This is an optimization exercise on Yosys and OpenROAD, whose aim is small area and a short achievable clock period, not a production implementation.
At most, simulation tests tie the RTL to the original design; equivalence was not proved.
No functional check of the RTL was part of runs 1 and 2.
Power figures rest on the tool's default switching activity, not on a simulated workload.

--- config.mk ---
export PLATFORM = sky130hd
export DESIGN_NAME = zec
export DESIGN_NICKNAME = zec
export VERILOG_FILES = /design/flow/design.v
export SDC_FILE = /design/flow/constraint.sdc
export NUM_CORES = 4
export LEC_CHECK = 0
export CAP_MARGIN = 20
export CORE_MARGIN = 2
export CORE_UTILIZATION = 40
export SETUP_SLACK_MARGIN = 5
export SLEW_MARGIN = 20
--- constraint.sdc ---
create_clock -name core_clock -period 13.0 [get_ports {clk}]
set_input_delay 2.6000 -clock core_clock [delete_from_list [all_inputs] [get_ports {clk}]]
set_output_delay 2.6000 -clock core_clock [all_outputs]
set_load 0.01 [all_outputs]
--- design.v ---
module zec (
    input  wire        clk,
    input  wire        rst,
    input  wire        t_valid,
    input  wire [39:0] t_cmd,
    output wire        t_ready,
    output reg         t_rsp_valid,
    output wire [39:0] t_rsp,
    input  wire        h_valid,
    input  wire [39:0] h_cmd,
    output wire        h_ready,
    output reg         h_rsp_valid,
    output wire [39:0] h_rsp,
    output reg         hnote
);
    localparam [2:0] ST_OK        = 3'd0;
    localparam [2:0] ST_EMPTY     = 3'd1;
    localparam [2:0] ST_FULL      = 3'd2;
    localparam [2:0] ST_NOT_READY = 3'd3;
    localparam [2:0] ST_VMISMATCH = 3'd4;
    localparam [2:0] ST_BAD_ARG   = 3'd5;
    localparam [2:0] ST_ILLEGAL   = 3'd6;
    reg [1:0]   hs;
    reg [7:0]   seq;
    reg         nen;
    reg         npend;
    reg         prio_t;
    reg [3:0]   rxh, rxt, txh, txt;
    reg [127:0] rxm;             
    reg [127:0] txm;
    reg [7:0]   zrun;
    reg [7:0]   zc;
    reg         esc;
    reg [31:0]  txcount, rxcount;
    reg [2:0]   r_st;
    reg [4:0]   r_lb;
    reg         r_rd;            
    reg         r_pk;            
    reg [4:0]   r_ra;            
    reg         r_ssr, r_txc, r_rxc, r_drx, r_dtx;
    wire hs_on = |hs;
    wire fire  = npend & nen & hs_on;
    assign t_ready = ~rst & ~fire & ~(h_valid & ~prio_t);
    assign h_ready = ~rst & ~fire & ~(t_valid &  prio_t);
    wire gnt_t = t_valid & t_ready;
    wire gnt_h = h_valid & h_ready;
    wire [3:0] rxc   = rxh - rxt;
    wire [3:0] txc   = txh - txt;
    wire       rx_e  = (rxh == rxt);
    wire       tx_e  = (txh == txt);
    wire       rx_f  = (rxc == 4'd15);
    wire       rx_1  = (rxc == 4'd1);
    wire [3:0] txfree = ~txc;      
    wire [3:0] rxt1  = rxt + 4'd1;
    wire [7:0] rv0 = rxm[8*rxt  +: 8];
    wire [7:0] rv1 = rxm[8*rxt1 +: 8];
    wire       rv0_80 = (rv0 == 8'h80);
    wire       rv1_80 = (rv1 == 8'h80);
    wire g_zr   = |zc[7:1];                          
    wire g_pop  = ~g_zr & ~rx_e;                     
    wire g_two  = g_pop & ~esc & rv0_80 & ~rx_1;     
    wire g_escs = g_pop & ~esc & rv0_80 & rx_1;      
    wire g_cnt  = g_pop & (esc | rv0_80) & ~g_escs;  
    wire g_cb80 = esc ? rv0_80 : rv1_80;             
    wire [7:0] g_cb = esc ? rv0 : rv1;
    wire g_ok   = g_zr | (g_pop & ~g_escs);
    wire g_rd   = g_pop & ~g_escs & (~g_cnt | g_cb80);   
    wire       zr0   = (zrun == 8'd0);
    wire       zr128 = (zrun == 8'd128);
    wire       zr254 = (zrun == 8'd254);
    wire f1 = (txfree >= 4'd1), f2 = (txfree >= 4'd2), f3 = (txfree >= 4'd3);
    wire f4 = (txfree >= 4'd4), f5 = (txfree >= 4'd5), f6 = (txfree >= 4'd6);
    wire okF  = zr0 ? 1'b1 : zr128 ? f4 : f2;
    wire okP1 = zr0 ? f1   : zr128 ? f5 : f3;
    wire okP2 = zr0 ? f2   : zr128 ? f6 : f4;
    wire [7:0] e1e = zr128 ? 8'h7F : zr0 ? 8'h80 : zrun;
    wire [7:0] top  = t_cmd[39:32];
    wire [7:0] tab  = t_cmd[7:0];
    wire       t_b  = ~|t_cmd[31:8];       
    wire       ab0  = ~|tab;
    wire       t_n  = t_b & ab0;           
    wire       ab80 = (tab == 8'h80);
    wire       ab1  = (tab == 8'h01);
    wire op01 = (top == 8'h01), op02 = (top == 8'h02), op03 = (top == 8'h03);
    wire op04 = (top == 8'h04), op05 = (top == 8'h05), op06 = (top == 8'h06);
    wire op07 = (top == 8'h07), op08 = (top == 8'h08), op09 = (top == 8'h09);
    wire op0a = (top == 8'h0A);
    wire t_leg = ((op01 | op02 | op04 | op06 | op08 | op09) & t_n) |
                 ((op03 | op05 | op07 | op0a) & t_b);
    wire t_gate = op02 | op03 | op04 | op05 | op06;
    wire t_x    = t_leg & (hs_on | ~t_gate);       
    wire x_setup = t_x & op01;
    wire x_getb  = t_x & op02;
    wire x_putb  = t_x & op03;
    wire x_flush = t_x & op04;
    wire x_push  = t_x & op05;
    wire x_pop   = t_x & op06;
    wire x_nen   = t_x & op07;
    wire x_sig   = t_x & op08;
    wire x_rdssr = t_x & op09;
    wire x_rdst  = t_x & op0a;
    wire w_abs   = x_putb & ab0 & ~zr254;           
    wire w_A     = x_putb & ab0 & zr254 & f2;       
    wire w_1     = x_putb & ~ab0 & ~ab80 & okP1;    
    wire w_2     = x_putb & ab80 & okP2;            
    wire w_F     = x_flush & okF;                   
    wire w_U     = x_push & ~ab0 & f1;              
    wire t_full  = (x_putb & ~w_abs & ~w_A & ~w_1 & ~w_2) | (x_flush & ~okF) |
                   (x_push & ~ab0 & ~f1);
    wire tx_wr   = w_A | w_1 | w_2 | w_F | w_U;
    wire putb_ok = w_abs | w_A | w_1 | w_2;
    wire [5:0] lgt;
    assign lgt[0] = w_A | w_1 | w_2 | (w_F & ~zr0) | w_U;
    assign lgt[1] = w_A | (w_1 & ~zr0) | w_2 | (w_F & ~zr0);
    assign lgt[2] = (w_1 & ~zr0) | (w_2 & ~zr0) | (w_F & zr128);
    assign lgt[3] = ((w_1 | w_2 | w_F) & zr128) | (w_2 & ~zr0);
    assign lgt[4] = (w_1 | w_2) & zr128;
    assign lgt[5] = w_2 & zr128;
    wire [5:0] lgt_g = {6{gnt_t}} & lgt;
    wire [2:0] tlen = {lgt[3],
                       (lgt[1] & ~lgt[3]) | lgt[5],
                       (lgt[0] & ~lgt[1]) | (lgt[2] & ~lgt[3]) | (lgt[4] & ~lgt[5])};
    wire [7:0] e1 = {e1e[7:1], e1e[0] | (top[0] & ab0 & zr254)};
    wire       ab_at0 = zr0 | (top[2] & top[0]);        
    reg [2:0] t_st;
    always @(*) begin
        if (!t_leg)                     t_st = ST_ILLEGAL;
        else if (t_gate && !hs_on)      t_st = ST_NOT_READY;
        else if ((x_push & ab0) | (x_nen & ~ab0) | (x_rdst & ~ab0 & ~ab1))
                                        t_st = ST_BAD_ARG;
        else if (t_full)                t_st = ST_FULL;
        else if ((x_getb & ~g_ok) | (x_pop & rx_e))
                                        t_st = ST_EMPTY;
        else                            t_st = ST_OK;
    end
    wire [7:0]  hop  = h_cmd[39:32];
    wire [31:0] harg = h_cmd[31:0];
    wire [7:0]  hab  = h_cmd[7:0];
    wire        h_b  = ~|h_cmd[31:8];
    wire        hab0 = ~|hab;
    wire        h_n  = h_b & hab0;
    wire hp81 = (hop == 8'h81), hp82 = (hop == 8'h82), hp83 = (hop == 8'h83);
    wire hp84 = (hop == 8'h84), hp85 = (hop == 8'h85), hp86 = (hop == 8'h86);
    wire hp87 = (hop == 8'h87), hp88 = (hop == 8'h88);
    wire h_leg  = ((hp81 | hp85 | hp88) & h_n) | ((hp83 | hp84 | hp87) & h_b) | hp82 | hp86;
    wire h_nr   = (hp82 & ~hs_on) | ((hp83 | hp84 | hp85) & ~hs[1]);
    wire h_x    = h_leg & ~h_nr;
    wire pk_rx  = (harg[31:4] == 28'h2000010);
    wire pk_tx  = (harg[31:4] == 28'h2000020);
    wire [3:0] pa = harg[3:0];
    wire neg_m  = (harg[31:8] == 24'hBEEF01);
    wire y_neg   = h_x & hp82;
    wire y_desc  = h_x & hp83;
    wire y_push  = h_x & hp84 & ~hab0;
    wire y_pop   = h_x & hp85;
    wire y_peek  = h_x & hp86 & (pk_rx | pk_tx);
    wire y_idx   = h_x & hp87 & (hab < 8'd4);
    wire y_sig   = h_x & hp88;
    wire y_ssr   = h_x & (hp81 | hp82);
    wire y_rxwr  = y_push & ~rx_f;
    wire y_txpop = y_pop & ~tx_e;
    wire h_bad = h_x & ((hp83 & (hab > 8'd4)) | (hp84 & hab0) |
                        (hp86 & ~pk_rx & ~pk_tx) | (hp87 & (hab > 8'd3)));
    reg [2:0] h_st;
    always @(*) begin
        if (!h_leg)                     h_st = ST_ILLEGAL;
        else if (h_nr)                  h_st = ST_NOT_READY;
        else if (h_bad)                 h_st = ST_BAD_ARG;
        else if (y_neg & ~neg_m)        h_st = ST_VMISMATCH;
        else if (y_push & rx_f)         h_st = ST_FULL;
        else if (y_pop & tx_e)          h_st = ST_EMPTY;
        else                            h_st = ST_OK;
    end
    reg [4:0] h_lb;
    always @(*) begin
        h_lb = 5'd0;
        if (y_desc & ((hab == 8'd1) | (hab == 8'd3))) h_lb = 5'd16;
        if (y_desc & (hab == 8'd4))                   h_lb = 5'd1;
        if (y_idx) case (hab[1:0])
            2'd0: h_lb = {1'b0, rxh};
            2'd1: h_lb = {1'b0, rxt};
            2'd2: h_lb = {1'b0, txh};
            default: h_lb = {1'b0, txt};
        endcase
    end
    wire [15:0] hd = 16'd1 << txh;
    wire [15:0] rd = 16'd1 << rxh;
    wire        rx_go = gnt_h & y_rxwr;
    genvar gi;
    generate
        for (gi = 0; gi < 16; gi = gi + 1) begin : g_slot
            wire h0 = hd[gi], h1 = hd[(gi+15)%16], h2 = hd[(gi+14)%16];
            wire h3 = hd[(gi+13)%16], h4 = hd[(gi+12)%16], h5 = hd[(gi+11)%16];
            wire s_ab = (h0 & ab_at0) | (h2 & ~zr128) | h4;
            wire s_e1 = h1;
            wire s_e3 = h3 & zr128;
            wire we   = (h0 & lgt_g[0]) | (h1 & lgt_g[1]) | (h2 & lgt_g[2]) |
                        (h3 & lgt_g[3]) | (h4 & lgt_g[4]) | (h5 & lgt_g[5]);
            wire [7:0] wd;
            assign wd[7]   = (s_ab & tab[7]) | (s_e1 & e1[7]) | ~(s_ab | s_e1 | s_e3);
            assign wd[6:1] = ({6{s_ab}} & tab[6:1]) | ({6{s_e1}} & e1[6:1]);
            assign wd[0]   = (s_ab & tab[0]) | (s_e1 & e1[0]) | s_e3;
            always @(posedge clk) begin
                if (we)
                    txm[8*gi +: 8] <= wd;
                if (rx_go & rd[gi])
                    rxm[8*gi +: 8] <= hab;
            end
        end
    endgenerate
    wire t_note = (x_getb & g_pop) | (x_pop & ~rx_e) | lgt[0];
    always @(posedge clk) begin
        if (rst) begin
            hs <= 2'd0; seq <= 8'd0; nen <= 1'b0; npend <= 1'b0; prio_t <= 1'b1;
            rxh <= 4'd0; rxt <= 4'd0; txh <= 4'd0; txt <= 4'd0;
            zrun <= 8'd0; zc <= 8'd0; esc <= 1'b0;
            t_rsp_valid <= 1'b0; h_rsp_valid <= 1'b0; hnote <= 1'b0;
        end else begin
            t_rsp_valid <= gnt_t;
            h_rsp_valid <= gnt_h;
            hnote <= fire;
            if (gnt_t) prio_t <= 1'b0;
            else if (gnt_h) prio_t <= 1'b1;
            if (fire) begin
                npend <= 1'b0;
                seq   <= seq + 8'd1;
            end
            if (gnt_t) begin
                if (x_setup) begin
                    hs <= 2'd1; seq <= 8'd0; npend <= 1'b0;
                    rxh <= 4'd0; rxt <= 4'd0; txh <= 4'd0; txt <= 4'd0;
                    zrun <= 8'd0; zc <= 8'd0; esc <= 1'b0;
                end else begin
                    if (t_note | x_sig) npend <= 1'b1;
                    if (x_nen & ab0) nen <= 1'b1;
                    if ((x_getb & g_pop) | (x_pop & ~rx_e)) rxt <= (x_getb & g_two) ? rxt + 4'd2 : rxt1;
                    if (x_getb & g_escs) esc <= 1'b1;
                    if (x_getb & g_cnt) esc <= 1'b0;
                    if (x_getb & g_zr) zc <= zc - 8'd1;
                    if (x_getb & g_cnt & ~g_cb80) zc <= g_cb;
                    if (w_abs) zrun <= zrun + 8'd1;
                    if (tx_wr & ~x_push) zrun <= 8'd0;
                    if (tx_wr) txh <= txh + {1'b0, tlen};
                end
            end
            if (gnt_h) begin
                if (y_sig) npend <= 1'b1;
                if (y_neg & ~neg_m) hs <= 2'd1;
                if (y_neg & neg_m & (hs == 2'd1)) hs <= 2'd2;
                if (y_push | y_pop) hs <= 2'd3;
                if (y_rxwr) rxh <= rxh + 4'd1;
                if (y_txpop) txt <= txt + 4'd1;
            end
        end
    end
    always @(posedge clk) begin
        if (rst | (gnt_t & x_setup)) begin
            txcount <= 32'd0;
            rxcount <= 32'd0;
        end else begin
            if (gnt_t & putb_ok) txcount <= txcount + 32'd1;
            if (gnt_t & x_getb & g_ok) rxcount <= rxcount + 32'd1;
        end
    end
    always @(posedge clk) begin
        if (gnt_h) begin
            r_st <= h_st; r_lb <= h_lb;
            r_rd <= y_txpop; r_pk <= y_peek;
            r_ra <= {~pk_rx, hp86 ? pa : txt};
            r_ssr <= y_ssr; r_txc <= 1'b0; r_rxc <= 1'b0;
            r_drx <= y_desc & hab0; r_dtx <= y_desc & (hab == 8'd2);
        end else begin
            r_st <= t_st; r_lb <= 5'd0;
            r_rd <= (x_getb & g_rd) | (x_pop & ~rx_e); r_pk <= 1'b0;
            r_ra <= {1'b0, (x_getb & g_two) ? rxt1 : rxt};
            r_ssr <= x_rdssr; r_txc <= x_rdst & ab0; r_rxc <= x_rdst & ab1;
            r_drx <= 1'b0; r_dtx <= 1'b0;
        end
    end
    wire [7:0] rd_byte = r_ra[4] ? txm[8*r_ra[3:0] +: 8] : rxm[8*r_ra[3:0] +: 8];
    wire [3:0] o_t   = r_ra[4] ? txt : rxt;
    wire [3:0] o_c   = r_ra[4] ? txc : rxc;
    wire       o_occ = ((r_ra[3:0] - o_t) < o_c);
    wire       o_en  = r_rd | (r_pk & o_occ);
    wire [31:0] ssr = hs_on ? {24'hBEEF01, seq} : 32'd0;
    wire [31:0] rdat = ({32{r_ssr}} & ssr)
                     | ({32{r_txc}} & txcount)
                     | ({32{r_rxc}} & rxcount)
                     | ({32{r_drx}} & 32'h2000_0100)
                     | ({32{r_dtx}} & 32'h2000_0200)
                     | {27'd0, r_lb}
                     | {24'd0, {8{o_en}} & rd_byte};
    assign t_rsp = {5'd0, r_st, rdat};
    assign h_rsp = {5'd0, r_st, rdat};
endmodule
--- run.sh ---
#!/bin/bash
# synth_recipe.tcl (not shown) runs the flow's synth.tcl, then flattens the netlist and writes it again
# the make line also repeats each setting of config.mk as NAME=value (left out here)
make -C /OpenROAD-flow-scripts/flow DESIGN_CONFIG=/design/flow/config.mk WORK_HOME=/design/flow/orfs CLKGATE_MAP_FILE= SYNTH_SCRIPT=/design/flow/synth_recipe.tcl finish
==> results of run 1 <==
==> logic make-up (layout without fill, tap and decap cells) <==
group | after synthesis | after routing | synth area share, %
and+or+nand+nor | 741 | 741 | 15.4
AOI/OAI and AO/OA | 515 | 515 | 14.1
DFF | 389 | 389 | 43.6
buffers and inverters | 243 | 332 | 5.44
muxes | 225 | 225 | 17.2
xor gates and xnor gates | 58 | 58 | 2.17
adders and majority gates | 36 | 36 | 2.02
other | 1 | 12 | 0.0158
==> worst min-delay path by stage <==
stage | startpoint | endpoint | slack, ns
floorplan | zc[7] | zc[7] | 0.44
global placement | zc[7] | zc[7] | 0.47
detailed placement | zc[7] | zc[7] | 0.47
CTS | zc[7] | zc[7] | 0.48
global route | zc[3] | zc[3] | 0.51
finish | zc[7] | zc[7] | 0.48
==> critical path, delay by kind of cell, from the launching register on <==
family	cells	cell delay (ns)
compound gates	4	1.15
buf+inv	3	0.97
fa+ha+maj	3	0.78
simple gates	1	0.11
flops	1	0.84
xor+xnor	1	0.56
==> area by class of cell <==
| cell class | instances | area (sq um) |
|---|---|---|
| inverter | 47 | 176 |
| multi-input combinational | 1585 | 12200 |
| tap | 773 | 967 |
| fill | 5387 | 31700 |
| timing repair buffer | 199 | 1890 |
| sequential | 389 | 10400 |
| clock buffer | 62 | 1320 |
| antenna | 2 | 5.00 |
| clock inverter | 24 | 258 |
==> per-layer routing <==
layer  vias to the layer above  GRT usage [%]
met1                      9702           37.2
met2                      1232           38.6
met5                         -              0
li1                       8546              -
met4                         2           9.35
met3                       189           6.09
==> layout by cell type, fill, tap and decap left out, types with 10 or more instances in the layout <==
cell / count
nor2b_1: 24
nor3_1: 30
nand4_1: 23
nor2_1: 161
ha_1: 31
o22ai_1: 14
or3_1: 36
a21oi_1: 76
buf_4: 41
o221ai_1: 18
inv_1: 44
mux4_2: 119
a22o_1: 10
o211ai_1: 29
and3_1: 20
mux2i_1: 71
xor2_1: 14
a221o_1: 18
mux4_1: 19
edfxtp_1: 256
a22oi_1: 37
nor4_1: 27
nand3_1: 57
o21ai_0: 217
a222oi_1: 16
clkbuf_16: 49
clkdlybuf4s50_1: 158
conb_1: 10
mux2_2: 15
nand2_1: 266
dfxtp_1: 130
xnor2_1: 43
==> state kept, by name, summed over array words and instances (netlist names), 4 cells and up <==
| name | count |
|---|---|
| txm | 128 |
| rxcount | 32 |
| seq | 8 |
| rxm | 128 |
| txt | 4 |
| rxt | 4 |
| rxh | 4 |
| zrun | 8 |
| r_lb | 5 |
| zc | 8 |
| r_ra | 5 |
| txcount | 32 |
| txh | 4 |
==> report_power, final <==
group          switching [mW]  internal, mW  total (mW)  leakage [nW]
registers             0.00362          1.31        1.31          3.25
clock network           0.555         0.795        1.35         0.747
logic                  0.0683        0.0536       0.122          4.20
total                   0.627          2.16        2.79          8.19
==> through the flow <==
stage	hold slack [ns]	area [sq um]	util [%]	power [mW]
floorplan	0.443	23800	-	1.40
global placement	0.467	25500	43.4	1.46
detailed placement	0.473	25500	43.4	1.46
CTS	0.481	27100	46.1	2.80
global route	0.513	27100	46.1	2.85
finish	0.481	27100	46.1	2.79
==> impl_metrics.csv, run 1 <==
group,metric,value,unit
run_status,status,"complete, no violations",
placed_design,hpwl,59.8,mm
detailed_routing,ant_nets,0,
finish,drive_above_1_share,13.7,%
finish,fin_nets,2388,
detailed_routing,routed.top_layer,"met5",
cts,clockBufferDepth,3,
floorplan,initial_core_util,40.4,%
synthesis,synth_edf_count,256,
critical_path,path_cells,"inv_1 > ha_1 > inv_1 > fa_1 > xor2_1 > a21oi_1 > ha_1 > nor2b_1 > o21ai_0 > a31oi_1 > o21ai_0 > clkdlybuf4s50_1",
critical_path,worstReg2RegEnd,"txm[68]",
sta,fin_skew,0.0273,ns
critical_path,start_kind,"register",
detailed_routing,drt_first_pass_iters,9,
critical_path,slowest_delay,0.84,ns
synthesis,synth_top_area_cell,"edfxtp_1",
floorplan,dieWidth,248,um
global_route,grt_max_degree,75,
synthesis,async_flop_share,0,%
critical_path,reg2reg_depth,13,
critical_path,critPathSlowestCell,"dfxtp_1",
sta,timing.final.ws_setup,5.39,ns
synthesis,yosys-top-cells-area,"edfxtp_1 32%, mux4_2 11%, dfxtp_1 11%",
synthesis,yosysWarnings,1,
worst_hold_path,min_path_type,"register to register",
global_route,antenna_found_initial,3,
synthesis,synth_top_cell_area_share,32.4,%
sta,rsz0062_at_grt,"false",
cts,clock_latency,0.59,ns
placed_design,placed_cells,2993,
detailed_routing,viasPerCell,6.38,
detailed_routing,num_vias,19700,
placed_design,io_buffers,158,
floorplan,die_y,248,um
critical_path,critPathCaptureType,"output pin",
finish,instances_no_fill,3081,
synthesis,seq_area_frac_synth,43.6,%
cts,h-tree-depth,2,
power_and_ir_drop,p_leak,8.19,nW
cts,holdBufCountCts,0,
detailed_routing,route.met2.wl,35.4,mm
detailed_routing,wl,81.4,mm
synthesis,netlist_top_cells_count,"266 x nand2_1, 256 x edfxtp_1, 217 x o21ai_0, 161 x nor2_1, 133 x dfxtp_1",
cts,path_clk_slew,0.06,ns
detailed_routing,wl_per_cell,26.4,um
synthesis,netlist_area,23700,sq um
floorplan,rows,89,
global_route,grt_overflow,0,
power_and_ir_drop,peakVddDrop,102,uV
critical_path,crit_end,"t_rsp[4]",
critical_path,r2r-start,"txh[0]",
floorplan,core_area,58800,sq um
cts,post-cts-setup-buffer-count,0,
detailed_routing,drt-initial-drc-count,2959,
detailed_routing,dr_wl_met3,9.62,mm
synthesis,synthCells,2208,
placed_design,place.gp.congestion,0.971,
critical_path,crit_fanout,16,
power_and_ir_drop,p_per_area,103,nW/um^2
cts,cts_sinks,389,
synthesis,yosysUniqueCellTypes,104,
sta,tightest_slew,1.11,ns
cts,cts_root_buf,"clkbuf_16",
critical_path,rrSetupSlack,7.27,ns
sta,max-slew-margin-rel,26.0,%
floorplan,ios,169,
global_route,grt_usage,26.1,%
detailed_routing,drc,0,
critical_path,cp.required,10.40,ns
sta,timing.final.crit_share,58.5,%
synthesis,yosys_register_bits,389,
critical_path,arrival,5.01,ns
sta,maxSlewViolCount,0,
critical_path,critPathKind,"register to output pin",
sta,fin_setup_tns,0,ns
sta,fmax,131,MHz
worst_hold_path,worst_hold_path.num_cells,2,
detailed_routing,wl_met1,33.2,mm
sta,min_period,7.61,ns
flow_run,maxCapViolCount,0,
global_route,grt_pass1_vias,18000,
cts,cts_buffers,46,
cts,cts_resized,0,
placed_design,dp_slack,5.31,ns
global_route,grt_pass1_wl,119,mm
finish,areaGrowthSynthToFinish,14.3,%
floorplan,die_area,61300,sq um
sta,setup_viol,0,
synthesis,synth.avg_cell_area,10.7,sq um
synthesis,yosysMostFrequentCell,"nand2_1",
sta,hold_violations,0,
synthesis,synth_top_flop_cell,"edfxtp_1",
cts,cts_tree,"yes",
critical_path,startpoint,"txh[0]",
==> inputs of run 2 (changes only) <==
==> flow/run.sh (new file) <==
#!/bin/bash
# Layout flow: the standard flow (standard.sh), with plain buf_1 cells as
# the port buffers instead of the delay cells buffer_ports picks by default.
set -euo pipefail
bash standard.sh "BUFFER_PORTS_ARGS=-buffer_cell sky130_fd_sc_hd__buf_1" finish > standard_flow.log 2>&1
==> standard.sh (new file) <==
#!/bin/bash
# synth_recipe.tcl (not shown) runs the flow's synth.tcl, then flattens the netlist and writes it again
# the make line also repeats each setting of config.mk as NAME=value (left out here)
make -C /OpenROAD-flow-scripts/flow DESIGN_CONFIG=/design/flow/config.mk WORK_HOME=/design/flow/orfs CLKGATE_MAP_FILE= SYNTH_SCRIPT=/design/flow/synth_recipe.tcl "${@:-finish}"
removed: run.sh
==> run 2 against run 1 <==
  * Combinational power shrank 14%
  * Cell count hardly changed
  * Clock skew rose by 0.0052 ns
  * Count of clock-buffer cells in the layout down 8
  * Worst hold slack got worse by 0.0030 ns
  * Critical path depth stayed put
  * Sequential power is essentially flat
  * Critical path type unchanged
  * Largest cell class unchanged
  * Largest power group is now sequential cells
==> impl_metrics.csv, run 2 <==
group,metric,value,unit
power_and_ir_drop,pwr-share-comb,4.0,%
synthesis,synth_mux_area_share,17.2,%
synthesis,netlist_area,23700,sq um
cts,post-cts-setup-buffer-count,0,
synthesis,yosys.area_share.simple,15.4,%
global_route,grt_pass1_wl,117,mm
floorplan,rows,89,
detailed_routing,wl_per_cell,25.9,um
critical_path,crit_fanout,16,
synthesis,synth.avg_cell_area,10.7,sq um
power_and_ir_drop,p_switching,0.611,mW
sta,max-slew-margin-rel,23.0,%
synthesis,synth_top_flop_cell,"edfxtp_1",
finish,final_common_cell,"nand2_1",
finish,areaGrowthSynthToFinish,9.53,%
sta,min_period,7.37,ns
critical_path,critPathCaptureType,"output pin",
power_and_ir_drop,p_int,2.03,mW
power_and_ir_drop,p_clk_share,46.3,%
placed_design,hpwl,59.1,mm
cts,holdBufCountCts,0,
flow_run,maxCapViolCount,0,
placed_design,io_buffers,158,
cts,cts_buffers,45,
synthesis,synth_fa_ha_area_share,2.02,%
cts,cts_sinks,389,
critical_path,critPathSlowestCell,"dfxtp_1",
synthesis,seq_area_frac_synth,43.6,%
global_route,grt_usage,25.6,%
synthesis,synth_edf_count,256,
cts,cts_root_buf,"clkbuf_16",
critical_path,start_kind,"register",
run_status,status,"complete, no violations",
cts,clockBufferDepth,3,
cts,path_clk_slew,0.06,ns
sta,whs,0.478,ns
sta,fmax,136,MHz
power_and_ir_drop,seqPwrFrac,49.7,%
synthesis,yosys-top-cells-area,"edfxtp_1 32%, mux4_2 11%, dfxtp_1 11%",
synthesis,synth_top_area_cell,"edfxtp_1",
global_route,grt_pass1_vias,17800,
finish,instances_no_fill,3078,
detailed_routing,drt-initial-drc-count,2847,
power_and_ir_drop,p_leak,7.73,nW
synthesis,netlist_top_cells_count,"266 x nand2_1, 256 x edfxtp_1, 217 x o21ai_0, 161 x nor2_1, 133 x dfxtp_1",
synthesis,async_flop_share,0,%
sta,tightest_slew,1.15,ns
synthesis,yosys_register_bits,389,
global_route,grt_max_degree,72,
global_route,grt_overflow,0,
floorplan,dieWidth,248,um
cts,h-tree-depth,2,
detailed_routing,wl,79.8,mm
synthesis,synth_compound_area_share,14.1,%
synthesis,yosysWarnings,1,
synthesis,synth_top_cell_area_share,32.4,%
sta,rsz0062_at_grt,"false",
worst_hold_path,min_path_type,"register to register",
sta,timing.final.ws_setup,5.63,ns
detailed_routing,ant_nets,0,
synthesis,yosysUniqueCellTypes,104,
finish,design_area,26000,sq um
power_and_ir_drop,p_per_area,102,nW/um^2
power_and_ir_drop,total_power,2.65,mW
critical_path,path_cells,"inv_1 > ha_1 > inv_1 > fa_1 > xor2_1 > a21oi_1 > ha_1 > nor2b_1 > o21ai_0 > a31oi_1 > o21ai_0 > buf_1",
detailed_routing,drc,0,
finish,fin_util,44.2,%
synthesis,yosysMostFrequentCell,"nand2_1",
synthesis,synth_top_family_by_area,"multiplexers",
finish,reg_top3,"rxm (128), txm (128)",
critical_path,cp.required,10.40,ns
power_and_ir_drop,peakVddDrop,88.7,uV
sta,hold_violations,0,
critical_path,arrival,4.77,ns
critical_path,slowest_delay,0.85,ns
placed_design,place.gp.congestion,0.970,
sta,fin_setup_tns,0,ns
finish,fin_nets,2388,
sta,timing.final.crit_share,56.7,%
critical_path,critPathKind,"register to output pin",
sta,setup_viol,0,
floorplan,core_area,58800,sq um
detailed_routing,viasPerCell,6.34,
sta,maxSlewViolCount,0,
power_and_ir_drop,p_sw_share,23.1,%
floorplan,ios,169,
detailed_routing,num_vias,19500,
cts,clock_latency,0.60,ns
floorplan,die_y,248,um
placed_design,place_area,24600,sq um
cts,cts_tree,"yes",
sta,fin_skew,0.0325,ns
placed_design,dp_slack,5.89,ns
synthesis,synthXorXnorAreaFrac,2.17,%
global_route,antenna_found_initial,4,
placed_design,placed_cells,2994,
floorplan,initial_core_util,40.4,%
finish,drive_above_1_share,13.5,%
finish,final_cell_mix,"266 x nand2_1, 256 x edfxtp_1, 217 x o21ai_0, 159 x nor2_1, 158 x buf_1",
synthesis,synthCells,2208,
cts,cts_resized,0,
detailed_routing,drt_first_pass_iters,10,
floorplan,die_area,61300,sq um
## run 2: per-layer routing
| layer | track usage [%] | wire (um) | share of wire, % |
|---|---|---|---|
| met1 | 36.2 | 31700 | 40 |
| met2 | 37.5 | 34800 | 44 |
| met3 | 6.34 | 9860 | 12 |
| met4 | 10.2 | 3420 | 4.3 |
| met5 | 0 | 39 | 0.049 |
## run 2: layout make-up
| type | count | area [sq um] |
|---|---|---|
| clock buffers | 54 | 1170 |
| inverters | 47 | 176 |
| diodes | 1 | 2.50 |
| flip-flops and latches | 389 | 10400 |
| multi-input cells | 1585 | 12200 |
| well taps | 773 | 967 |
| fillers | 5513 | 32800 |
| repair buffers | 200 | 908 |
| clock inverters | 29 | 239 |
## run 2: critical path: cells and delay by family (launching register included)
kind / cells / cell delay, ns
compound gates: 4 / 1.23
xor+xnor: 1 / 0.51
fa+ha+maj: 3 / 0.79
buf+inv: 3 / 0.67
flops: 1 / 0.85
simple gates: 1 / 0.12
## run 2: final timing paths
check,cells after the start,endpoint,startpoint,slack [ns]
worst max-delay path,12,t_rsp[1],txh[0],5.63
worst min-delay path,2,zc[7],zc[7],0.48
worst max register to register,13,txm[126],txh[0],7.24
worst min register to register,2,zc[7],zc[7],0.48
## run 2: cell families (layout without fill, tap and decap cells)
family,after synthesis,in the layout
AND/OR/NAND/NOR,741,741
AO/OA/AOI/OAI,515,515
flip-flops,389,389
buffers and inverters,243,330
multiplexers,225,225
XOR/XNOR,58,58
adder cells (fa/ha/maj),36,36
other,1,11
## run 2: power by group through the flow
stage / clock [mW] / sequential [mW] / combinational, mW
floorplan: 0 / 1.34 / 0.0645
global placement: 0 / 1.34 / 0.102
detailed placement: 0 / 1.34 / 0.104
CTS: 1.24 / 1.31 / 0.104
global route: 1.29 / 1.31 / 0.112
finish: 1.23 / 1.31 / 0.105
==> inputs of run 3 (changes only) <==
--- a/design.v
+++ b/design.v
@@ -35,7 +35,6 @@
     reg [2:0]   r_st;
     reg [4:0]   r_lb;
     reg         r_rd;            
-    reg         r_pk;            
     reg [4:0]   r_ra;            
     reg         r_ssr, r_txc, r_rxc, r_drx, r_dtx;
     wire hs_on = |hs;
@@ -153,7 +152,9 @@
     wire y_desc  = h_x & hp83;
     wire y_push  = h_x & hp84 & ~hab0;
     wire y_pop   = h_x & hp85;
-    wire y_peek  = h_x & hp86 & (pk_rx | pk_tx);
+    wire [3:0] pk_o = pa - (pk_rx ? rxt : txt);
+    wire pk_occ  = pk_o < (pk_rx ? rxc : txc);
+    wire y_peek  = h_x & hp86 & (pk_rx | pk_tx) & pk_occ;
     wire y_idx   = h_x & hp87 & (hab < 8'd4);
     wire y_sig   = h_x & hp88;
     wire y_ssr   = h_x & (hp81 | hp82);
@@ -265,23 +266,20 @@
     always @(posedge clk) begin
         if (gnt_h) begin
             r_st <= h_st; r_lb <= h_lb;
-            r_rd <= y_txpop; r_pk <= y_peek;
+            r_rd <= y_txpop | y_peek;
             r_ra <= {~pk_rx, hp86 ? pa : txt};
             r_ssr <= y_ssr; r_txc <= 1'b0; r_rxc <= 1'b0;
             r_drx <= y_desc & hab0; r_dtx <= y_desc & (hab == 8'd2);
         end else begin
             r_st <= t_st; r_lb <= 5'd0;
-            r_rd <= (x_getb & g_rd) | (x_pop & ~rx_e); r_pk <= 1'b0;
+            r_rd <= (x_getb & g_rd) | (x_pop & ~rx_e);
             r_ra <= {1'b0, (x_getb & g_two) ? rxt1 : rxt};
             r_ssr <= x_rdssr; r_txc <= x_rdst & ab0; r_rxc <= x_rdst & ab1;
             r_drx <= 1'b0; r_dtx <= 1'b0;
         end
     end
     wire [7:0] rd_byte = r_ra[4] ? txm[8*r_ra[3:0] +: 8] : rxm[8*r_ra[3:0] +: 8];
-    wire [3:0] o_t   = r_ra[4] ? txt : rxt;
-    wire [3:0] o_c   = r_ra[4] ? txc : rxc;
-    wire       o_occ = ((r_ra[3:0] - o_t) < o_c);
-    wire       o_en  = r_rd | (r_pk & o_occ);
+    wire       o_en  = r_rd;
     wire [31:0] ssr = hs_on ? {24'hBEEF01, seq} : 32'd0;
     wire [31:0] rdat = ({32{r_ssr}} & ssr)
                      | ({32{r_txc}} & txcount)
==> run 3 against run 2 <==
  * Still clean
  * Combinational power is essentially flat
  * Worst setup slack improved by 0.61 ns
  * Cell count increased by 0.26%
  * Final area is 0.39% higher
  * Synthesized cell count is essentially flat
  * Total power is 5.0% higher
  * Sequential share of layout area decreased by 0.24 points
  * Flip-flop and latch count decreased by 1
  * Fmax is 8.9% higher
  * Worst hold slack gained 0.0033 ns
  * Via count is 1.7% higher
  * Critical endpoint is now txm[117]
==> impl_metrics.csv, run 3 <==
group,metric,value,unit
global_route,grt_max_degree,76,
power_and_ir_drop,peakVddDrop,91.3,uV
finish,reg_top3,"rxm (128), txm (128)",
critical_path,startpoint,"t_cmd[6]",
global_route,grt_overflow,0,
worst_hold_path,hold_start,"nen",
critical_path,slowest_delay,0.91,ns
power_and_ir_drop,total_power,2.78,mW
placed_design,place_area,24500,sq um
cts,cts_resized,0,
critical_path,arrival,7.00,ns
floorplan,dieWidth,246,um
cts,cts_tree,"yes",
critical_path,worstReg2RegEnd,"txm[45]",
detailed_routing,num_vias,19800,
critical_path,critPathCaptureType,"register",
global_route,grt_usage,27.5,%
floorplan,die_y,246,um
floorplan,rows,88,
synthesis,async_flop_share,0,%
critical_path,r2r-start,"txh[0]",
synthesis,synth_top_cell_area_share,32.8,%
placed_design,io_buffers,158,
critical_path,rrSetupSlack,7.40,ns
worst_hold_path,worstHoldEndpoint,"nen",
worst_hold_path,min_path_type,"register to register",
critical_path,path_cells,"buf_1 > nor4_1 > and2_1 > a211o_1 > nand4_1 > a2111oi_2 > o21ai_1 > a21oi_2 > a21oi_1 > o221ai_1",
critical_path,crit_fanout,18,
cts,clockBufferDepth,3,
cts,cts_root_buf,"clkbuf_16",
cts,holdBufCountCts,0,
cts,path_clk_slew,0.06,ns
critical_path,critPathSlowestCell,"o221ai_1",
critical_path,reg2reg_depth,12,
finish,fin_nets,2403,
detailed_routing,ant_nets,0,
synthesis,yosysMostFrequentCell,"edfxtp_1",
flow_run,maxCapViolCount,0,
sta,tightest_slew,1.18,ns
cts,post-cts-setup-buffer-count,0,
global_route,grt_pass1_wl,123,mm
worst_hold_path,worst_hold_path.num_cells,2,
floorplan,ios,169,
placed_design,hpwl,61.7,mm
finish,instances_no_fill,3086,
detailed_routing,drt_first_pass_iters,12,
sta,fmax,148,MHz
synthesis,netlist_top_cells_count,"256 x edfxtp_1, 245 x nand2_1, 184 x o21ai_0, 163 x nor2_1, 132 x dfxtp_1",
finish,drive_above_1_share,13.4,%
synthesis,seq_area_frac_synth,44.1,%
sta,timing.final.crit_share,52.0,%
floorplan,die_area,60500,sq um
sta,hold_violations,0,
detailed_routing,drt-initial-drc-count,2601,
synthesis,synth_edf_count,256,
cts,clock_latency,0.63,ns
cts,cts_sinks,388,
synthesis,yosys-top-cells-area,"edfxtp_1 33%, mux4_2 12%, dfxtp_1 11%",
detailed_routing,viasPerCell,6.43,
synthesis,synth_top_area_cell,"edfxtp_1",
synthesis,synth.avg_cell_area,10.6,sq um
power_and_ir_drop,p_leak,7.95,nW
synthesis,synthCells,2210,
synthesis,yosys_register_bits,388,
sta,setup_viol,0,
finish,n_fill_cell,5337,
global_route,antenna_found_initial,3,
critical_path,start_kind,"input pin",
cts,cts_buffers,47,
synthesis,yosysUniqueCellTypes,86,
placed_design,placed_cells,2999,
floorplan,initial_core_util,40.5,%
cts,h-tree-depth,2,
finish,final_cell_mix,"256 x edfxtp_1, 245 x nand2_1, 181 x o21ai_0, 160 x nor2_1, 157 x buf_1",
sta,min_period,6.76,ns
power_and_ir_drop,p_per_area,106,nW/um^2
global_route,grt_pass1_vias,18200,
synthesis,synth_top_flop_cell,"edfxtp_1",
placed_design,place.gp.congestion,0.962,
finish,design_area,26100,sq um
synthesis,netlist_area,23400,sq um
detailed_routing,drc,0,
finish,fin_util,45.1,%
finish,areaGrowthSynthToFinish,11.4,%
critical_path,critPathKind,"input pin to register",
detailed_routing,wl_per_cell,27.4,um
sta,fin_skew,0.0334,ns
finish,final_common_cell,"edfxtp_1",
sta,rsz0062_at_grt,"false",
sta,maxSlewViolCount,0,
run_status,status,"complete, no violations",
detailed_routing,wl,84.6,mm
sta,max-slew-margin-rel,21.0,%
sta,fin_setup_tns,0,ns
floorplan,core_area,57800,sq um
synthesis,yosysWarnings,1,
critical_path,cp.required,13.24,ns
==> run 3: cell count changes after synthesis, moves of 11 or more <==
cell     previous run  this run
o21ai_0           217       184
nand2_1           266       245
mux4_1             19         0
a22o_1             10        27
xor2_1             14        26
nor4_1             28        39
==> run 3: worst max path at each step <==
stage          endpoint  depth (start not counted)
2_1_floorplan      r_rd                         13
3_3_place_gp   txm[106]                          9
3_5_place_dp   txm[107]                          9
4_1_cts        txm[110]                          9
5_1_grt        txm[117]                         10
6_report       txm[117]                         10
==> run 3: area by class of cell <==
class / count / area (sq um) / area share (%)
Inverter: 48 / 180 / 0.691
Tap cell: 765 / 957 / 3.67
Multi-Input combinational cell: 1582 / 12000 / 45.9
Clock inverter: 27 / 339 / 1.30
Antenna cell: 1 / 2.50 / 0.00959
Sequential cell: 388 / 10300 / 39.6
Timing Repair Buffer: 216 / 1030 / 3.95
Clock buffer: 59 / 1260 / 4.83
==> run 3: kinds of logic after synthesis <==
logic type,Yosys count,share of synthesized area (%)
and+or+nand+nor,748,15.7
AOI/OAI and AO/OA,509,14.5
DFF,388,44.1
buffers and inverters,249,5.04
muxes,214,16.1
xor gates and xnor gates,65,2.43
adders and majority gates,36,2.05
other,1,0.0160
==> run 3: worst max-delay path, delay by kind of cell <==
family	cells	cell delay [ns]
AOI/OAI and AO/OA	6	2.89
and+or+nand+nor	3	1.05
buffers and inverters	1	0.45
==> run 3: where the power goes <==
part | total (mW) | internal, mW | switching, mW
Clock | 1.36 | 0.796 | 0.567
Combinational | 0.104 | 0.0366 | 0.0674
Sequential | 1.31 | 1.31 | 0.00317
Total | 2.78 | 2.14 | 0.638
==> run 3: layer usage <==
metal	vias to the layer above	share of wire [%]	track usage [%]
met4	2	3.7	9.63
met2	1217	44	41.7
li1	8619	-	-
met3	168	11	5.59
met5	-	0.012	0
met1	9836	41	38.9
==> run 3: stage by stage <==
step / hold slack, ns / setup WS (ns)
3_3_place_gp: 0.465 / 5.85
5_1_grt: 0.510 / 6.02
3_5_place_dp: 0.473 / 5.63
6_report: 0.481 / 6.24
2_1_floorplan: 0.430 / 6.92
4_1_cts: 0.490 / 6.24
==> inputs of run 4 (changes only) <==
==> flow/run.sh (replaced) <==
#!/bin/bash
# Layout flow: the standard flow (standard.sh), with plain buf_1 cells as
# the port buffers instead of the delay cells buffer_ports picks by default,
# and timing repair aimed further below the constraint.
set -euo pipefail
bash standard.sh "BUFFER_PORTS_ARGS=-buffer_cell sky130_fd_sc_hd__buf_1" SETUP_SLACK_MARGIN=7 finish > standard_flow.log 2>&1
--- a/config.mk
+++ b/config.mk
@@ -8,5 +8,4 @@
 export CAP_MARGIN = 20
 export CORE_MARGIN = 2
 export CORE_UTILIZATION = 40
-export SETUP_SLACK_MARGIN = 5
 export SLEW_MARGIN = 20
==> run 4 against run 3 <==
  * Die area unchanged
  * Register-to-register slack improved by 0.88 ns
  * Global-route usage shrank 0.68 points
  * Total power rose by 7.2%
  * Flip-flop and latch count is the same
  * Synthesized cell count did not move
  * Count of clock-buffer cells in the layout up 1
  * Via count increased by 0.91%
  * Critical path type is now input pin to output pin
  * Critical endpoint is now t_ready
  * Highest routed layer unchanged
==> impl_metrics.csv, run 4 <==
group,metric,value,unit
finish,n_fill_cell,5280,
critical_path,slowest_delay,0.23,ns
global_route,gr-usage-met2,39.9,%
floorplan,dieWidth,246,um
cts,h-tree-depth,2,
synthesis,synth_top_family_by_area,"multiplexers",
floorplan,core_area,57800,sq um
run_status,status,"complete, no violations",
critical_path,arrival,3.32,ns
placed_design,hpwl,60.4,mm
global_route,antenna_found_initial,8,
critical_path,cp.required,10.40,ns
critical_path,critPathKind,"input pin to output pin",
synthesis,synth_top_cell_area_share,32.8,%
critical_path,worstReg2RegEnd,"txm[121]",
finish,areaGrowthSynthToFinish,14.1,%
sta,tightest_slew,1.13,ns
critical_path,path_cells,"clkbuf_2 > buf_6 > nor3_2 > buf_1",
cts,clock_latency,0.60,ns
global_route,grtUsageMet3,7.14,%
cts,clockBufferDepth,3,
synthesis,yosysWarnings,1,
global_route,grt_busiest_layer,"met2",
detailed_routing,drc,0,
cts,cts_buffers,48,
synthesis,synth_compound_area_share,14.5,%
synthesis,yosys-top-cells-area,"edfxtp_1 33%, mux4_2 12%, dfxtp_1 11%",
critical_path,rrSetupSlack,8.28,ns
global_route,grt_max_degree,76,
worst_hold_path,worstHoldEndpoint,"zc[5]",
floorplan,die_area,60500,sq um
floorplan,rows,88,
synthesis,synth_edf_count,256,
finish,reg_top3,"rxm (128), txm (128)",
synthesis,synthXorXnorAreaFrac,2.43,%
power_and_ir_drop,peakVddDrop,99.7,uV
synthesis,synth_mux_area_share,16.1,%
critical_path,reg2reg_depth,12,
finish,fin_util,46.2,%
synthesis,yosys.area_share.simple,15.7,%
flow_run,maxCapViolCount,0,
sta,max-slew-margin-rel,24.6,%
synthesis,netlist_area,23400,sq um
finish,final_common_cell,"edfxtp_1",
synthesis,async_flop_share,0,%
global_route,grt_pass1_vias,18300,
synthesis,yosys_register_bits,388,
detailed_routing,viasPerCell,6.47,
finish,drive_above_1_share,15.2,%
detailed_routing,drt-initial-drc-count,2584,
synthesis,yosysUniqueCellTypes,86,
finish,final_cell_mix,"256 x edfxtp_1, 244 x nand2_1, 181 x o21ai_0, 154 x nor2_1, 153 x buf_1",
synthesis,synth_top_area_cell,"edfxtp_1",
critical_path,critPathSlowestCell,"nor3_2",
worst_hold_path,min_path_type,"register to register",
detailed_routing,wl_per_cell,26.8,um
worst_hold_path,hold_start,"zc[5]",
floorplan,initial_core_util,40.5,%
critical_path,critPathTopFamily,"buffers and inverters",
synthesis,synthCells,2210,
sta,setup_viol,0,
floorplan,ios,169,
power_and_ir_drop,p_clk_share,52.4,%
sta,fmax,169,MHz
finish,multiInputGateArea,12300,sq um
synthesis,yosysMostFrequentCell,"edfxtp_1",
power_and_ir_drop,p_per_area,111,nW/um^2
global_route,grt_overflow,0,
critical_path,critPathCaptureType,"output pin",
sta,rsz0062_at_grt,"true",
power_and_ir_drop,p_int,2.32,mW
sta,min_period,5.92,ns
sta,fin_skew,0.0140,ns
finish,fin_nets,2408,
global_route,grtUsageMet1,37.0,%
cts,cts_root_buf,"clkbuf_16",
power_and_ir_drop,pwr-share-comb,3.6,%
synthesis,synth.avg_cell_area,10.6,sq um
sta,fin_setup_tns,0,ns
detailed_routing,wl,82.9,mm
cts,cts_sinks,388,
global_route,grt_pass1_wl,121,mm
global_route,grt_usage,26.8,%
placed_design,io_buffers,158,
critical_path,r2r-start,"txh[0]",
floorplan,die_y,246,um
cts,cts_tree,"yes",
power_and_ir_drop,p_leak,8.19,nW
synthesis,seq_area_frac_synth,44.1,%
detailed_routing,ant_nets,0,
power_and_ir_drop,p_sw_share,21.9,%
power_and_ir_drop,p_switching,0.653,mW
cts,path_clk_slew,0.06,ns
sta,maxSlewViolCount,0,
detailed_routing,num_vias,20000,
synthesis,synth_fa_ha_area_share,2.05,%
synthesis,synth_top_flop_cell,"edfxtp_1",
power_and_ir_drop,seqPwrFrac,44.0,%
cts,holdBufCountCts,0,
synthesis,netlist_top_cells_count,"256 x edfxtp_1, 245 x nand2_1, 184 x o21ai_0, 163 x nor2_1, 132 x dfxtp_1",
critical_path,crit_fanout,35,
detailed_routing,drt_first_pass_iters,11,
finish,seq_area,10300,sq um
worst_hold_path,worst_hold_path.num_cells,2,
critical_path,start_kind,"input pin",
placed_design,place.gp.congestion,0.995,
sta,hold_violations,0,
sta,timing.final.crit_share,45.5,%
critical_path,timing.critical_path.buf_inv,3,
## run 4: cell counts after synthesis
Identical to the previous run, type by type.
## run 4: power by group through the flow
| stage | clock network (mW) | registers [mW] | logic (mW) |
|---|---|---|---|
| 2_1_floorplan | 0 | 1.33 | 0.0625 |
| 3_3_place_gp | 0 | 1.34 | 0.100 |
| 3_5_place_dp | 0 | 1.34 | 0.102 |
| 4_1_cts | 1.57 | 1.31 | 0.104 |
| 5_1_grt | 1.62 | 1.31 | 0.112 |
| 6_report | 1.56 | 1.31 | 0.106 |
## run 4: worst reg2reg max path, cell delays in order (launching register included)
cell and delay, ns:
dfxtp_1 0.33, clkinv_1 0.29, ha_1 0.35, inv_1 0.08, fa_1 0.17, xor2_1 0.55
a31oi_1 0.13, o21ai_0 0.44, a2111oi_4 0.15, or4_1 0.78, and2_1 0.36, a222oi_1 0.48
o221ai_4 0.30
## run 4: cell families (layout without fill, tap and decap cells)
group | Yosys count | count (layout)
buf+inv | 249 | 357
flops | 388 | 388
simple gates | 748 | 748
other cells | 1 | 12
xor+xnor | 65 | 65
compound gates | 509 | 509
fa+ha+maj | 36 | 36
mux | 214 | 214
## run 4: worst max path at each step
stage	startpoint	to	slack, ns	cells past startpoint
after floorplan	t_cmd[37]	txm[112]	6.96	10
after global placement	t_cmd[7]	txm[106]	5.74	8
after detailed placement	t_cmd[7]	txm[106]	5.66	8
after CTS	t_cmd[7]	txm[18]	6.96	10
after global routing	h_cmd[37]	rxm[52]	6.89	9
final	rst	t_ready	7.08	4
## run 4: timing repair
item,in CTS,in global routing
gates cloned,0,0
resized for setup,41,25
pin swaps,1,6
buffers inserted,1,12
setup endpoints to repair,238,272
## run 4: per-stage QoR
stage | power [mW] | setup WS [ns] | area, sq um | std cells | hold slack [ns]
final | 2.98 | 7.08 | 26700 | 3094 | 0.494
after global routing | 3.04 | 6.89 | 26700 | 3093 | 0.518
after CTS | 2.98 | 6.96 | 26500 | 3080 | 0.498
after detailed placement | 1.44 | 5.66 | 24400 | 2990 | 0.485
after global placement | 1.44 | 5.74 | 24400 | 2990 | 0.476
after floorplan | 1.40 | 6.96 | 23500 | 2219 | 0.430
## run 4: layout make-up
type	count	area share (%)
Multi-Input combinational cell	1582	46.0
Sequential cell	388	38.7
Clock buffer	60	5.03
Timing Repair Buffer	220	4.20
Tap cell	765	3.58
Clock inverter	29	1.84
Inverter	48	0.675
Antenna cell	2	0.0187
## run 4: layer usage
layer	part of all wire, %	vias to the layer above
met3	12	235
met5	0.028	-
met1	40	9830
met4	4.4	4
li1	-	8661
met2	44	1292
==> inputs of run 5 (changes only) <==
==> flow/run.sh (replaced) <==
#!/bin/bash
# Layout flow: the standard flow (standard.sh) with three changes:
# - plain buf_1 cells as the port buffers instead of the delay cells that
#   buffer_ports picks by default;
# - timing repair aimed further below the constraint;
# - a clock tree from smaller buffers, without dummy loads.
set -euo pipefail
bash standard.sh \
  "BUFFER_PORTS_ARGS=-buffer_cell sky130_fd_sc_hd__buf_1" \
  SETUP_SLACK_MARGIN=7 \
  "CTS_ARGS=-sink_clustering_enable -repair_clock_nets -dont_use_dummy_load -buf_list {sky130_fd_sc_hd__clkbuf_4 sky130_fd_sc_hd__clkbuf_8}" \
  finish > standard_flow.log 2>&1
==> run 5 against run 4 <==
  * Still clean on timing, DRC and antenna
  * Count of clock-buffer cells in the layout rose by 12
  * Worst hold slack barely moved
  * Via count barely moved
  * Utilization fell by 1.5 points
  * Clock power fell by 38%
  * First-iteration DRC count rose by 11%
  * Cell count fell by 0.52%
  * Total power fell by 20%
  * Largest power group is now sequential cells
  * Highest routed layer unchanged
==> impl_metrics.csv, run 5 <==
group,metric,value,unit
run_status,status,"complete, no violations",
finish,fin_nets,2430,
flow_run,maxCapViolCount,0,
cts,cts_root_buf,"clkbuf_8",
detailed_routing,routed.top_layer,"met5",
floorplan,ios,169,
synthesis,synth_top_flop_cell,"edfxtp_1",
detailed_routing,drc,0,
finish,areaGrowthSynthToFinish,10.5,%
finish,multiInputGateArea,12300,sq um
critical_path,path_cells,"buf_1 > buf_4 > nor4_1 > nand2_1 > or2_2 > and4b_1 > a311o_1 > o221ai_2 > and3_1 > a21oi_2 > o221ai_4",
detailed_routing,dr_wl_met3,9.38,mm
synthesis,synth.avg_cell_area,10.6,sq um
power_and_ir_drop,peakVddDrop,58.4,uV
global_route,antenna_found_initial,9,
detailed_routing,viasPerCell,6.50,
synthesis,seq_area_frac_synth,44.1,%
cts,clock_latency,0.66,ns
synthesis,synth_top_area_cell,"edfxtp_1",
synthesis,synth_edf_count,256,
synthesis,netlist_top_cells_count,"256 x edfxtp_1, 245 x nand2_1, 184 x o21ai_0, 163 x nor2_1, 132 x dfxtp_1",
cts,h-tree-depth,3,
synthesis,synthCells,2210,
global_route,grt_pass1_vias,18300,
global_route,grt_overflow,0,
cts,clockBufferDepth,3,
critical_path,crit_fanout,17,
synthesis,yosys_register_bits,388,
floorplan,dieWidth,246,um
sta,min_period,5.96,ns
global_route,grt_pass1_wl,122,mm
detailed_routing,drt_first_pass_iters,8,
sta,maxSlewViolCount,0,
sta,fin_setup_tns,0,ns
finish,reg_top3,"rxm (128), txm (128)",
synthesis,synth_top_cell_area_share,32.8,%
placed_design,hpwl,60.4,mm
detailed_routing,ant_nets,0,
sta,setup_viol,0,
critical_path,start_kind,"input pin",
critical_path,critPathCaptureType,"register",
global_route,grt_max_degree,76,
critical_path,slowest_delay,0.82,ns
critical_path,critPathSlowestCell,"a21oi_2",
finish,final_common_cell,"edfxtp_1",
sta,timing.final.crit_share,45.8,%
synthesis,yosysWarnings,1,
sta,max-slew-margin-rel,23.5,%
sta,hold_violations,0,
critical_path,arrival,6.27,ns
critical_path,r2r-start,"txh[0]",
detailed_routing,wl_met1,33.6,mm
power_and_ir_drop,p_leak,7.80,nW
synthesis,async_flop_share,0,%
finish,final_cell_mix,"256 x edfxtp_1, 243 x nand2_1, 181 x o21ai_0, 153 x buf_1, 151 x nor2_1",
cts,cts_buffers,72,
detailed_routing,route.met2.wl,36.8,mm
power_and_ir_drop,p_per_area,92.4,nW/um^2
floorplan,initial_core_util,40.5,%
synthesis,yosysMostFrequentCell,"edfxtp_1",
floorplan,die_area,60500,sq um
cts,path_clk_slew,0.05,ns
floorplan,core_area,57800,sq um
sta,tightest_slew,1.15,ns
sta,fmax,168,MHz
detailed_routing,wl,83.4,mm
finish,seq_area,10300,sq um
cts,cts_sinks,388,
worst_hold_path,min_path_type,"register to register",
floorplan,die_y,246,um
cts,cts_tree,"yes",
sta,rsz0062_at_grt,"false",
sta,whs,0.494,ns
synthesis,netlist_area,23400,sq um
global_route,grt_usage,27.0,%
detailed_routing,drt-initial-drc-count,2868,
worst_hold_path,hold_start,"npend",
critical_path,startpoint,"t_cmd[1]",
placed_design,io_buffers,158,
detailed_routing,num_vias,20000,
critical_path,critPathKind,"input pin to register",
finish,drive_above_1_share,15.0,%
sta,timing.final.ws_setup,7.04,ns
floorplan,rows,88,
finish,n_fill_cell,5382,
synthesis,yosys-top-cells-area,"edfxtp_1 33%, mux4_2 12%, dfxtp_1 11%",
placed_design,place.gp.congestion,0.995,
critical_path,cp.required,13.31,ns
critical_path,timing.critical_path.buf_inv,2,
sta,fin_skew,0.0695,ns
detailed_routing,wl_per_cell,27.1,um
synthesis,yosysUniqueCellTypes,86,
critical_path,critPathTopFamily,"simple AND/OR/NAND/NOR gates",
placed_design,dp_slack,5.66,ns
-- run 5: layout make-up --
type | count | share of cell area (%)
Inverter | 48 | 0.696
Clock buffer | 72 | 3.83
Multi-Input combinational cell | 1582 | 47.4
Timing Repair Buffer | 218 | 4.39
Antenna cell | 5 | 0.0484
Tap cell | 765 | 3.70
Sequential cell | 388 | 40.0
-- run 5: path summary, 6_finish.rpt --
check	endpoint	slack, ns	cells after the start
worst max-delay path	txm[81]	7.04	11
worst min-delay path	hnote	0.49	2
worst max register to register	txm[81]	8.18	13
worst min register to register	hnote	0.49	2
-- run 5: report_power, final --
group | leakage [nW] | internal [mW] | switching [mW]
logic | 4.01 | 0.0395 | 0.0681
registers | 3.28 | 1.31 | 0.00379
clock network | 0.518 | 0.487 | 0.484
-- run 5: stage by stage --
step / power (mW) / util [%] / instances / area [sq um]
2_1_floorplan: 1.40 / - / 2219 / 23500
3_3_place_gp: 1.44 / 42.2 / 2990 / 24400
3_5_place_dp: 1.44 / 42.2 / 2990 / 24400
4_1_cts: 2.41 / 44.3 / 3063 / 25600
5_1_grt: 2.46 / 44.7 / 3075 / 25900
6_report: 2.39 / 44.8 / 3078 / 25900
-- run 5: cells by family after synthesis --
| kind of cell | count (synthesis) | synth area share (%) |
|---|---|---|
| simple gates | 748 | 15.7 |
| compound gates | 509 | 14.5 |
| flops | 388 | 44.1 |
| buf+inv | 249 | 5.04 |
| mux | 214 | 16.1 |
| xor+xnor | 65 | 2.43 |
| fa+ha+maj | 36 | 2.05 |
| other cells | 1 | 0.0160 |
-- run 5: worst min-delay path: stages (launching register included) --
cell and delay [ns]:
dfxtp_1 0.33, inv_1 0.07, nor3_1 0.05
-- run 5: repair_timing --
| item | 4_1_cts | 5_1_grt |
|---|---|---|
| pin swaps | 0 | 5 |
| setup buffers | 0 | 10 |
| setup endpoints to repair | 155 | 282 |
| gates cloned | 1 | 0 |
| hold buffers | 0 | 0 |
| gates resized for setup | 37 | 32 |
-- run 5: routing by layer --
| metal | up-vias | track usage, % |
|---|---|---|
| li1 | 8658 | - |
| met1 | 9857 | 37.2 |
| met2 | 1286 | 40.0 |
| met3 | 201 | 6.85 |
| met4 | 4 | 11.6 |
| met5 | - | 0 |
==> inputs of run 6 (changes only) <==
--- a/config.mk
+++ b/config.mk
@@ -7,5 +7,5 @@
 export LEC_CHECK = 0
 export CAP_MARGIN = 20
 export CORE_MARGIN = 2
-export CORE_UTILIZATION = 40
+export CORE_UTILIZATION = 68
 export SLEW_MARGIN = 20
==> run 6 against run 5 <==
  * Area after synthesis did not move
  * Routed wire length fell by 4.2%
  * Flip-flop and latch count did not move
  * Largest cell class unchanged
  * Die area fell by 41%
  * Via count rose by 4.2%
  * Fmax fell by 0.57%
  * Still clean on timing, DRC and antenna
  * Critical path type unchanged
  * Sequential share of layout area rose by 0.77 points
  * Combinational power barely moved
==> impl_metrics.csv, run 6 <==
group,metric,value,unit
power_and_ir_drop,pwr-share-comb,4.6,%
floorplan,die_y,190,um
synthesis,synth_top_area_cell,"edfxtp_1",
worst_hold_path,worstHoldEndpoint,"zc[5]",
floorplan,die_area,35900,sq um
global_route,grt_overflow,0,
critical_path,cp.required,13.23,ns
finish,seq_area,10300,sq um
floorplan,initial_core_util,69.5,%
finish,fin_util,75.3,%
power_and_ir_drop,p_per_area,92.5,nW/um^2
finish,multiInputGateArea,12300,sq um
detailed_routing,num_vias,20800,
synthesis,async_flop_share,0,%
placed_design,place.gp.congestion,1.05,
sta,maxSlewViolCount,0,
critical_path,r2r-start,"txh[0]",
power_and_ir_drop,p_clk_share,39.5,%
critical_path,arrival,6.23,ns
cts,cts_root_buf,"clkbuf_8",
synthesis,yosysWarnings,1,
sta,setup_viol,0,
worst_hold_path,min_path_type,"register to register",
critical_path,critPathSlowestCell,"nor2_1",
sta,tightest_slew,1.12,ns
power_and_ir_drop,p_leak,7.76,nW
synthesis,yosysMostFrequentCell,"edfxtp_1",
sta,hold_violations,0,
synthesis,yosysUniqueCellTypes,86,
cts,cts_tree,"yes",
detailed_routing,drt-initial-drc-count,3846,
synthesis,netlist_top_cells_count,"256 x edfxtp_1, 245 x nand2_1, 184 x o21ai_0, 163 x nor2_1, 132 x dfxtp_1",
critical_path,critPathCaptureType,"register",
finish,final_common_cell,"edfxtp_1",
synthesis,netlist_area,23400,sq um
critical_path,worstReg2RegEnd,"txm[89]",
detailed_routing,wl,79.9,mm
detailed_routing,ant_nets,0,
cts,h-tree-depth,3,
finish,final_cell_mix,"256 x edfxtp_1, 244 x nand2_1, 180 x o21ai_0, 153 x nor2_1, 151 x buf_1",
critical_path,slowest_delay,0.81,ns
sta,rsz0062_at_grt,"false",
power_and_ir_drop,p_int,1.80,mW
sta,timing.final.crit_share,46.1,%
placed_design,io_buffers,158,
finish,n_fill_cell,2331,
finish,drive_above_1_share,14.6,%
placed_design,hpwl,57.8,mm
power_and_ir_drop,seqPwrFrac,55.9,%
power_and_ir_drop,p_switching,0.544,mW
critical_path,rrSetupSlack,8.18,ns
global_route,grt_pass1_vias,18800,
cts,clock_latency,0.65,ns
critical_path,critPathKind,"input pin to register",
sta,min_period,5.99,ns
worst_hold_path,worst_hold_path.num_cells,2,
synthesis,seq_area_frac_synth,44.1,%
sta,fin_setup_tns,0,ns
run_status,status,"complete, no violations",
flow_run,maxCapViolCount,0,
global_route,grt_usage,43.6,%
critical_path,path_cells,"buf_1 > buf_4 > nor4_1 > buf_4 > a41oi_1 > o32ai_1 > a21oi_1 > nor3_1 > and3b_1 > nand2_1 > nor2_1",
worst_hold_path,hold_start,"zc[5]",
sta,fin_skew,0.0589,ns
floorplan,rows,67,
finish,reg_top3,"rxm (128), txm (128)",
synthesis,synth_top_flop_cell,"edfxtp_1",
global_route,antenna_found_initial,9,
power_and_ir_drop,p_sw_share,23.2,%
floorplan,ios,169,
global_route,grt_pass1_wl,116,mm
cts,cts_sinks,388,
cts,clockBufferDepth,3,
finish,fin_nets,2418,
detailed_routing,drc,0,
synthesis,yosys-top-cells-area,"edfxtp_1 33%, mux4_2 12%, dfxtp_1 11%",
critical_path,start_kind,"input pin",
synthesis,yosys_register_bits,388,
power_and_ir_drop,peakVddDrop,80.5,uV
synthesis,synth_edf_count,256,
synthesis,synth.avg_cell_area,10.6,sq um
cts,path_clk_slew,0.06,ns
synthesis,synthCells,2210,
cts,cts_buffers,67,
floorplan,dieWidth,190,um
floorplan,core_area,33700,sq um
critical_path,crit_top_cell,"buf_4",
synthesis,synth_top_cell_area_share,32.8,%
sta,max-slew-margin-rel,24.5,%
finish,areaGrowthSynthToFinish,8.39,%
detailed_routing,wl_per_cell,29.1,um
critical_path,crit_fanout,18,
global_route,grt_max_degree,77,
critical_path,reg2reg_depth,14,
detailed_routing,drt_first_pass_iters,14,
sta,fmax,167,MHz
detailed_routing,viasPerCell,7.59,
[run 6: repair_timing]
action / CTS / global route
endpoints found under the setup margin: 168 / 273
pin swaps: 4 / 5
hold buffers: 0 / 0
gates resized for setup: 47 / 25
endpoints found under the hold margin: 0 / 0
buffers inserted: 3 / 9
cloned: 0 / 1
[run 6: final cells by class]
class / instances / area share [%]
tap: 448 / 2.21
inverter: 48 / 0.710
sequential: 388 / 40.7
multi-input combinational: 1582 / 48.4
timing repair buffer: 211 / 4.32
clock buffer: 67 / 3.63
antenna: 3 / 0.0296
[run 6: power groups by stage]
| stage | logic, mW | clock network (mW) | registers [mW] |
|---|---|---|---|
| finish | 0.108 | 0.927 | 1.31 |
| global route | 0.112 | 0.963 | 1.31 |
| CTS | 0.100 | 0.917 | 1.31 |
| detailed placement | 0.0982 | 0 | 1.34 |
| global placement | 0.0952 | 0 | 1.34 |
| floorplan | 0.0625 | 0 | 1.33 |
[run 6: cell families after synthesis]
| family | synth area share (%) |
|---|---|
| simple gates | 15.7 |
| compound gates | 14.5 |
| flops | 44.1 |
| buf+inv | 5.04 |
| mux | 16.1 |
| xor+xnor | 2.43 |
| fa+ha+maj | 2.05 |
| other cells | 0.0160 |
[run 6: through the flow]
step	power [mW]	hold slack [ns]	cells	cell area, sq um	setup slack, ns
finish	2.35	0.493	2747	25400	7.01
global route	2.39	0.524	2744	25400	6.93
CTS	2.33	0.493	2734	25100	7.00
detailed placement	1.44	0.487	2664	23900	5.71
global placement	1.43	0.479	2664	23900	5.90
floorplan	1.40	0.430	2219	23500	6.96
[run 6: how the worst max path moves through the flow]
| stage | slack, ns | depth (start not counted) | from | to |
|---|---|---|---|---|
| floorplan | 6.96 | 10 | t_cmd[37] | txm[112] |
| global placement | 5.90 | 8 | t_cmd[7] | txm[74] |
| detailed placement | 5.71 | 9 | t_cmd[2] | txm[75] |
| CTS | 7.00 | 9 | t_cmd[37] | txm[3] |
| global route | 6.93 | 11 | h_cmd[4] | rxm[66] |
| finish | 7.01 | 11 | h_cmd[4] | rxm[66] |
[run 6: worst max-delay path: cells and delay by family]
kind	cells	cell delay, ns
AO/OA/AOI/OAI	3	0.48
buffers and inverters	3	0.50
AND/OR/NAND/NOR	5	2.62
[run 6: metal layers]
layer / GRT usage, % / part of all wire, %
met5: 0 / 0.22
met4: 17.9 / 5.6
met3: 18.7 / 18
met2: 60.5 / 41
met1: 60.4 / 35

what the ideal ports hide:
In the flow no input, the clock included, has a driving cell. The finished layouts below were timed again as built, in two steps.
Step 1: set_driving_cell puts a clkbuf_16 on clk and a buf_2 on each other input, an assumption about the parent block.
Step 2, shift: input delay + t, output delay - t, t = (earliest + latest rising clock arrival at the registers) / 2. This alone moves slack from input paths to output paths.
Slacks: no drivers / after step 1 / after step 2; pairs: no drivers / after step 1.
| run | t (ns) | slack for setup (ns) | pins driven straight from the clock port |
|---|---|---|---|
| run 1 | 0.638 | 5.394 / 5.333 / 5.191 | 1 |
| run 2 | 0.637 | 5.631 / 5.576 / 5.749 | 1 |
| run 3 | 0.659 | 6.236 / 6.274 / 5.615 | 1 |
| run 4 | 0.647 | 7.084 / 7.048 / 6.525 | 1 |
| run 5 | 0.679 | 7.040 / 7.055 / 6.375 | 1 |
| run 6 | 0.670 | 7.006 / 6.967 / 6.367 | 1 |
After both steps every run listed still meets setup and hold. The setup slack of run 5, which loses most, moves by +0.015 ns with the drivers and by -0.665 ns with both steps.
